This is an optimization exercise on Yosys and OpenROAD, whose aim is small area, a short achievable clock period and few clock cycles, not a production implementation. Function was checked by simulation only, so behaviour that the tests miss may differ from the original. Power and IR drop assume default switching activity.

==> flow/design.v <==
module nbc_stream_enc (
    input  wire        clk,
    input  wire        rst,
    input  wire        cmd_valid,
    output wire        cmd_ready,
    input  wire [31:0] cmd_count,
    input  wire [1:0]  cmd_mode,
    input  wire [63:0] cmd_acc,
    input  wire        in_valid,
    output wire        in_ready,
    input  wire [63:0] in_data,
    output wire        out_valid,
    input  wire        out_ready,
    output wire [63:0] out_data,
    output wire [3:0]  out_nbytes,
    output wire        out_last
);
    localparam MODE_DELTA = 2'd1;
    localparam MODE_XOR   = 2'd2;
    integer j, i;
    reg        active;       
    reg [31:0] rem;          
    reg [2:0]  gpos;         
    reg        i_v, i_c, i_x, i_e, i_l;
    reg [2:0]  i_pos;
    reg [63:0] i_d;
    reg [1:0]  mode;
    reg [63:0] acc;          
    reg        i_sub;        
    reg        i_xor;        
    reg        gopen;        
    reg [15:0] nz_acc;       
    reg [6:0]  m_acc;
    reg        pend_full;
    reg [15:0] pend_nz;      
    reg [7:0]  pend_m;
    reg        pend_last;    
    reg [63:0] sd [0:7];
    reg [7:0]  tv, tc, tf, tz;
    reg        noop;         
    reg [135:0] nbuf;        
    reg [5:0]   cnt;         
    reg         fin;         
    reg [3:0]   lnb;         
    reg [4:0]   blk_n;       
    reg [6:0]   bm;          
    reg         blk_last;    
    assign out_valid  = cnt[5] | cnt[4] | fin;
    assign out_last   = fin & (cnt == 6'd16);
    assign out_data   = nbuf[63:0];
    assign out_nbytes = lnb;
    wire xfer = out_valid & out_ready;
    wire v0 = tv[0];
    wire c0 = tc[0];
    wire f0 = tf[0];
    wire head_noop = noop;
    reg  lt16;               
    reg  ok2;                
    reg  blk_pre;            
    wire head_go = head_noop | lt16 | (out_ready & ok2);
    wire blocked = blk_pre & ~(v0 & f0);
    wire step    = head_go & (i_v | ~gopen);
    wire mv      = step & i_v & ~blocked;
    wire pk      = step & ~head_noop;
    reg  in_ra, in_rb, cmd_ra, cmd_rb;
    assign cmd_ready = cmd_ra | (cmd_rb & out_ready);
    assign in_ready  = in_ra | (in_rb & out_ready);
    wire cmd_fire = cmd_valid & cmd_ready;
    wire in_fire  = in_valid & in_ready;
    wire last_v   = (rem == 32'd1);
    wire [63:0] acc_m = acc & {64{i_sub | i_xor}};
    wire [63:0] dif   = i_d - acc;
    wire [63:0] t_val = i_sub ? dif : (i_d ^ acc_m);
    wire [63:0] bw    = dif ^ i_d ^ acc;
    reg [15:0] nzt;
    always @(*)
        for (i = 0; i < 16; i = i + 1)
            if (i_sub && i > 0 && bw[4*i])
                nzt[i] = (i_d[4*i +: 4] != acc[4*i +: 4] + 4'd1);
            else
                nzt[i] = (i_d[4*i +: 4] != acc_m[4*i +: 4]);
    wire zt = (i_d == acc_m);
    reg [15:0] tht;
    always @(*)
        for (i = 0; i < 16; i = i + 1)
            tht[i] = |(nzt >> i);
    wire [15:0] nz_new = (i_x ? 16'd0 : nz_acc) | tht;
    reg  [7:0]  m_full;
    always @(*)
        for (j = 0; j < 8; j = j + 1)
            m_full[j] = (j < i_pos) ? m_acc[j] : ((j == i_pos) ? zt : 1'b1);
    wire [15:0] th = pend_nz;
    wire [4:0]  pend_n;
    assign pend_n[4] = th[15];
    assign pend_n[3] = th[7] & ~th[15];
    assign pend_n[2] = (th[3] & ~th[7]) | (th[11] & ~th[15]);
    assign pend_n[1] = (th[1] & ~th[3]) | (th[5] & ~th[7]) | (th[9] & ~th[11]) | (th[13] & ~th[15]);
    assign pend_n[0] = (th[0] & ~th[1]) | (th[2] & ~th[3]) | (th[4] & ~th[5]) | (th[6] & ~th[7]) |
                       (th[8] & ~th[9]) | (th[10] & ~th[11]) | (th[12] & ~th[13]) | (th[14] & ~th[15]);
    wire [4:0] n_use = f0 ? pend_n : blk_n;
    wire       z0    = f0 ? pend_m[0] : bm[0];
    wire       more  = f0 ? ~&pend_m[7:1] : ~&bm[6:1];
    wire [5:0] len   = c0 ? 6'd8 : ({1'b0, f0, 2'b00} + {1'b0, (z0 ? 5'd0 : n_use)});
    wire [3:0] q     = cnt[3:0];
    wire [5:0] tot0  = {2'b00, q} + len;
    wire       pad   = ~c0 & ~more & tot0[0];
    wire [5:0] tot   = tot0 + {5'd0, pad};
    wire       fin_set = c0 ? tz[0] : ((f0 ? pend_last : blk_last) & ~more);
    wire [79:0]  app   = f0 ? {sd[0], pend_m, 3'b000, pend_n} : {16'd0, sd[0]};
    wire       bm_n0 = (v0 & ~c0) ? (f0 ? pend_m[1] : bm[1]) : bm[0];
    wire [135:0] app_s = {56'd0, app} << {q, 2'b00};
    wire [135:0] base  = xfer ? {64'd0, nbuf[135:64]} : nbuf;
    wire [5:0]   bcnt  = xfer ? cnt - 6'd16 : cnt;
    wire         bfin  = fin & ~(xfer & out_last);
    wire [5:0]   tot_r = (tot[3:0] == 4'd0) ? tot : {tot[5:4] + 2'd1, 4'd0};
    reg [5:0] cnt_n;
    reg       fin_n;
    always @(*) begin
        if (pk) begin
            cnt_n = fin_set ? tot_r : tot;
            fin_n = fin_set;
        end else begin
            cnt_n = bcnt;
            fin_n = bfin;
        end
    end
    wire take   = cmd_fire | in_fire;
    wire i_v_n  = take | (i_v & ~mv);
    wire i_c_n  = take ? cmd_fire : i_c;
    wire i_e_n  = take ? ((gpos == 3'd7) | last_v) : i_e;
    wire pf_n   = (mv & ~i_c & i_e) | (pend_full & ~(step & v0 & f0));
    wire act_n  = cmd_fire ? (cmd_count != 32'd0) : (active & ~(in_fire & last_v));
    wire v0_n   = step ? tv[1] : tv[0];
    wire f0_n   = step ? tf[1] : tf[0];
    wire noop_n = step ? (~tv[1] | (~tc[1] & ~tf[1] & bm_n0)) : noop;
    wire lt16_n = ~cnt_n[5] & ~cnt_n[4];
    wire ok2_n  = fin_n ? (cnt_n == 6'd16) : ~cnt_n[5];
    wire bpre_n = i_v_n & ~i_c_n & i_e_n & pf_n;
    wire blk_n_ = bpre_n & ~(v0_n & f0_n);
    wire ra_n   = ~i_v_n | (~blk_n_ & (noop_n | lt16_n));
    wire rb_n   = ~blk_n_ & ok2_n;
    always @(posedge clk) begin
        if (cmd_fire) begin
            rem  <= cmd_count;
            gpos <= 3'd0;
            mode <= cmd_mode;
        end else if (in_fire) begin
            rem  <= rem - 32'd1;
            gpos <= ((gpos == 3'd7) | last_v) ? 3'd0 : gpos + 3'd1;
        end
        if (cmd_fire | in_fire) begin
            i_d   <= cmd_fire ? {32'd0, cmd_count} : in_data;
            i_c   <= cmd_fire;
            i_x   <= cmd_fire ? (cmd_count == 32'd0) : (gpos == 3'd0);
            i_e   <= (gpos == 3'd7) | last_v;
            i_l   <= last_v;
            i_pos <= gpos;
            i_sub <= ~cmd_fire & (mode == MODE_DELTA);
            i_xor <= ~cmd_fire & (mode == MODE_XOR);
        end
        if (cmd_fire)
            acc <= cmd_acc;
        else if (mv & ~i_c)
            acc <= i_d;
        if (mv & ~i_c) begin
            if (i_e) begin
                pend_nz   <= nz_new;
                pend_m    <= m_full;
                pend_last <= i_l;
            end else begin
                nz_acc       <= nz_new;
                m_acc[i_pos] <= zt;
            end
        end
        if (step) begin
            for (j = 0; j < 7; j = j + 1)
                sd[j] <= sd[j+1];
            sd[7] <= t_val;
            tc <= {i_c, tc[7:1]};
            tf <= {~i_c & i_x, tf[7:1]};
            tz <= {i_c & i_x, tz[7:1]};
        end
        if (step & v0 & ~c0) begin
            if (f0) begin
                bm       <= pend_m[7:1];
                blk_n    <= pend_n;
                blk_last <= pend_last;
            end else begin
                bm <= {1'b1, bm[6:1]};
            end
        end
        if (pk & fin_set)
            lnb <= (tot[3:0] == 4'd0) ? 4'd8 : {1'b0, tot[3:1]};
        if (pk)
            nbuf <= (c0 ? 136'd0 : base) | app_s;
        else
            nbuf <= base;
        if (rst) begin
            active    <= 1'b0;
            i_v       <= 1'b0;
            gopen     <= 1'b0;
            pend_full <= 1'b0;
            tv        <= 8'd0;
            noop      <= 1'b1;
            in_ra     <= 1'b0;
            in_rb     <= 1'b0;
            cmd_ra    <= 1'b1;
            cmd_rb    <= 1'b0;
            cnt       <= 6'd0;
            fin       <= 1'b0;
            lt16      <= 1'b1;
            ok2       <= 1'b1;
            blk_pre   <= 1'b0;
        end else begin
            active <= act_n;
            in_ra  <= act_n & ra_n;
            in_rb  <= act_n & rb_n;
            cmd_ra <= ~act_n & ra_n;
            cmd_rb <= ~act_n & rb_n;
            i_v <= cmd_fire | in_fire | (i_v & ~mv);
            if (mv & ~i_c)
                gopen <= ~i_e;
            if (mv & ~i_c & i_e)
                pend_full <= 1'b1;
            else if (step & v0 & f0)
                pend_full <= 1'b0;
            if (step) begin
                tv   <= {mv, tv[7:1]};
                noop <= noop_n;
            end
            cnt     <= cnt_n;
            fin     <= fin_n;
            lt16    <= lt16_n;
            ok2     <= ok2_n;
            blk_pre <= bpre_n;
        end
    end
endmodule
==> flow/config.mk <==
export PLATFORM = sky130hd
export DESIGN_NAME = nbc_stream_enc
export DESIGN_NICKNAME = nbc_stream_enc
export VERILOG_FILES = /design/flow/design.v
export SDC_FILE = /design/flow/constraint.sdc
export NUM_CORES = 4
export LEC_CHECK = 0
export ABC_CLOCK_PERIOD_IN_PS = 3600
export CAP_MARGIN = 20
export CORE_MARGIN = 2
export CORE_UTILIZATION = 40
export SETUP_SLACK_MARGIN = 4.4
export SLEW_MARGIN = 20
==> flow/constraint.sdc <==
create_clock -name core_clock -period 8.0 [get_ports {clk}]
set_input_delay 1.6000 -clock core_clock [delete_from_list [all_inputs] [get_ports {clk}]]
set_output_delay 1.6000 -clock core_clock [all_outputs]
set_load 0.01 [all_outputs]
run.sh (not shown) runs the stock make flow with config.mk's settings and CLKGATE_MAP_FILE= SYNTH_SCRIPT=/design/flow/synth_recipe.tcl, a recipe that flattens the netlist after the stock synthesis.
The baseline passed the timing, DRC and antenna checks.
Testbench counts at the start, summed over its fixed seeds: cycles 15,210.
Next try:
--- a/flow/design.v
+++ b/flow/design.v
@@ -32,12 +32,13 @@
     reg [15:0] nz_acc;       
     reg [6:0]  m_acc;
     reg        pend_full;
     reg [15:0] pend_nz;      
+    reg [4:0]  pend_n;       
     reg [7:0]  pend_m;
     reg        pend_last;    
-    reg [63:0] sd [0:7];
-    reg [7:0]  tv, tc, tf, tz;
+    reg [63:0] sd [0:8];
+    reg [8:0]  tv, tc, tf, tz;
     reg        noop;         
     reg [135:0] nbuf;        
     reg [5:0]   cnt;         
     reg         fin;         
@@ -79,25 +80,19 @@
                 nzt[i] = (i_d[4*i +: 4] != acc[4*i +: 4] + 4'd1);
             else
                 nzt[i] = (i_d[4*i +: 4] != acc_m[4*i +: 4]);
     wire zt = (i_d == acc_m);
-    reg [15:0] tht;
-    always @(*)
-        for (i = 0; i < 16; i = i + 1)
-            tht[i] = |(nzt >> i);
-    wire [15:0] nz_new = (i_x ? 16'd0 : nz_acc) | tht;
+    wire [15:0] nz_new = (i_x ? 16'd0 : nz_acc) | nzt;
     reg  [7:0]  m_full;
     always @(*)
         for (j = 0; j < 8; j = j + 1)
             m_full[j] = (j < i_pos) ? m_acc[j] : ((j == i_pos) ? zt : 1'b1);
-    wire [15:0] th = pend_nz;
-    wire [4:0]  pend_n;
-    assign pend_n[4] = th[15];
-    assign pend_n[3] = th[7] & ~th[15];
-    assign pend_n[2] = (th[3] & ~th[7]) | (th[11] & ~th[15]);
-    assign pend_n[1] = (th[1] & ~th[3]) | (th[5] & ~th[7]) | (th[9] & ~th[11]) | (th[13] & ~th[15]);
-    assign pend_n[0] = (th[0] & ~th[1]) | (th[2] & ~th[3]) | (th[4] & ~th[5]) | (th[6] & ~th[7]) |
-                       (th[8] & ~th[9]) | (th[10] & ~th[11]) | (th[12] & ~th[13]) | (th[14] & ~th[15]);
+    reg [4:0] n_enc;
+    always @(*) begin
+        n_enc = 5'd0;
+        for (i = 0; i < 16; i = i + 1)
+            if (pend_nz[i]) n_enc = i + 1;
+    end
     wire [4:0] n_use = f0 ? pend_n : blk_n;
     wire       z0    = f0 ? pend_m[0] : bm[0];
     wire       more  = f0 ? ~&pend_m[7:1] : ~&bm[6:1];
     wire [5:0] len   = c0 ? 6'd8 : ({1'b0, f0, 2'b00} + {1'b0, (z0 ? 5'd0 : n_use)});
@@ -161,8 +156,9 @@
         if (cmd_fire)
             acc <= cmd_acc;
         else if (mv & ~i_c)
             acc <= i_d;
+        pend_n <= n_enc;
         if (mv & ~i_c) begin
             if (i_e) begin
                 pend_nz   <= nz_new;
                 pend_m    <= m_full;
@@ -172,14 +168,14 @@
                 m_acc[i_pos] <= zt;
             end
         end
         if (step) begin
-            for (j = 0; j < 7; j = j + 1)
+            for (j = 0; j < 8; j = j + 1)
                 sd[j] <= sd[j+1];
-            sd[7] <= t_val;
-            tc <= {i_c, tc[7:1]};
-            tf <= {~i_c & i_x, tf[7:1]};
-            tz <= {i_c & i_x, tz[7:1]};
+            sd[8] <= t_val;
+            tc <= {i_c, tc[8:1]};
+            tf <= {~i_c & i_x, tf[8:1]};
+            tz <= {i_c & i_x, tz[8:1]};
         end
         if (step & v0 & ~c0) begin
             if (f0) begin
                 bm       <= pend_m[7:1];
@@ -199,9 +195,9 @@
             active    <= 1'b0;
             i_v       <= 1'b0;
             gopen     <= 1'b0;
             pend_full <= 1'b0;
-            tv        <= 8'd0;
+            tv        <= 9'd0;
             noop      <= 1'b1;
             in_ra     <= 1'b0;
             in_rb     <= 1'b0;
             cmd_ra    <= 1'b1;
@@ -224,9 +220,9 @@
                 pend_full <= 1'b1;
             else if (step & v0 & f0)
                 pend_full <= 1'b0;
             if (step) begin
-                tv   <= {mv, tv[7:1]};
+                tv   <= {mv, tv[8:1]};
                 noop <= noop_n;
             end
             cnt     <= cnt_n;
             fin     <= fin_n;
After rerunning: Design area went up by 1.3%; power went up by 4.6%; combinational power went down by 7.1%; global-route usage went down by 1.3 points; critical path depth went down by 2; flip-flop and latch count went up by 73; maximum frequency went up by 16%; worst setup slack is better by 590 ps; die area went up by 3.1%; final cell count went down by 2.4%; clock skew went down by 8.3 ps; clock power went up by 7.6%; via count went down by 3.6%.
Testbench counts after the change, summed over its fixed seeds: cycles 15,253.

==> re-timing with driven ports <==
In the flow no input, the clock included, has a driving cell. The finished layouts below were timed again as built, in two steps.
Step 1, drivers: a clkbuf_16 drives clk and a buf_2 each remaining input, both assumed.
Step 2, shift: input delay + t, output delay - t, t = (earliest + latest rising clock arrival at the registers) / 2. This alone moves slack from input paths to output paths.
Slacks: ideal ports / drivers / drivers and shift; pairs: ideal ports / drivers.
run | t (ns) | setup slack, ns | hold WS [ns]
the first run | 0.734 | 3.679 / 3.679 / 3.679 | 0.405 / 0.405 / 0.405
the second run | 0.746 | 4.269 / 4.228 / 3.746 | 0.401 / 0.401 / 0.401
After both steps setup and hold are still met in every run listed. The setup slack of the second run, which loses most, moves by -0.041 ns with the drivers and by -0.523 ns with both steps.
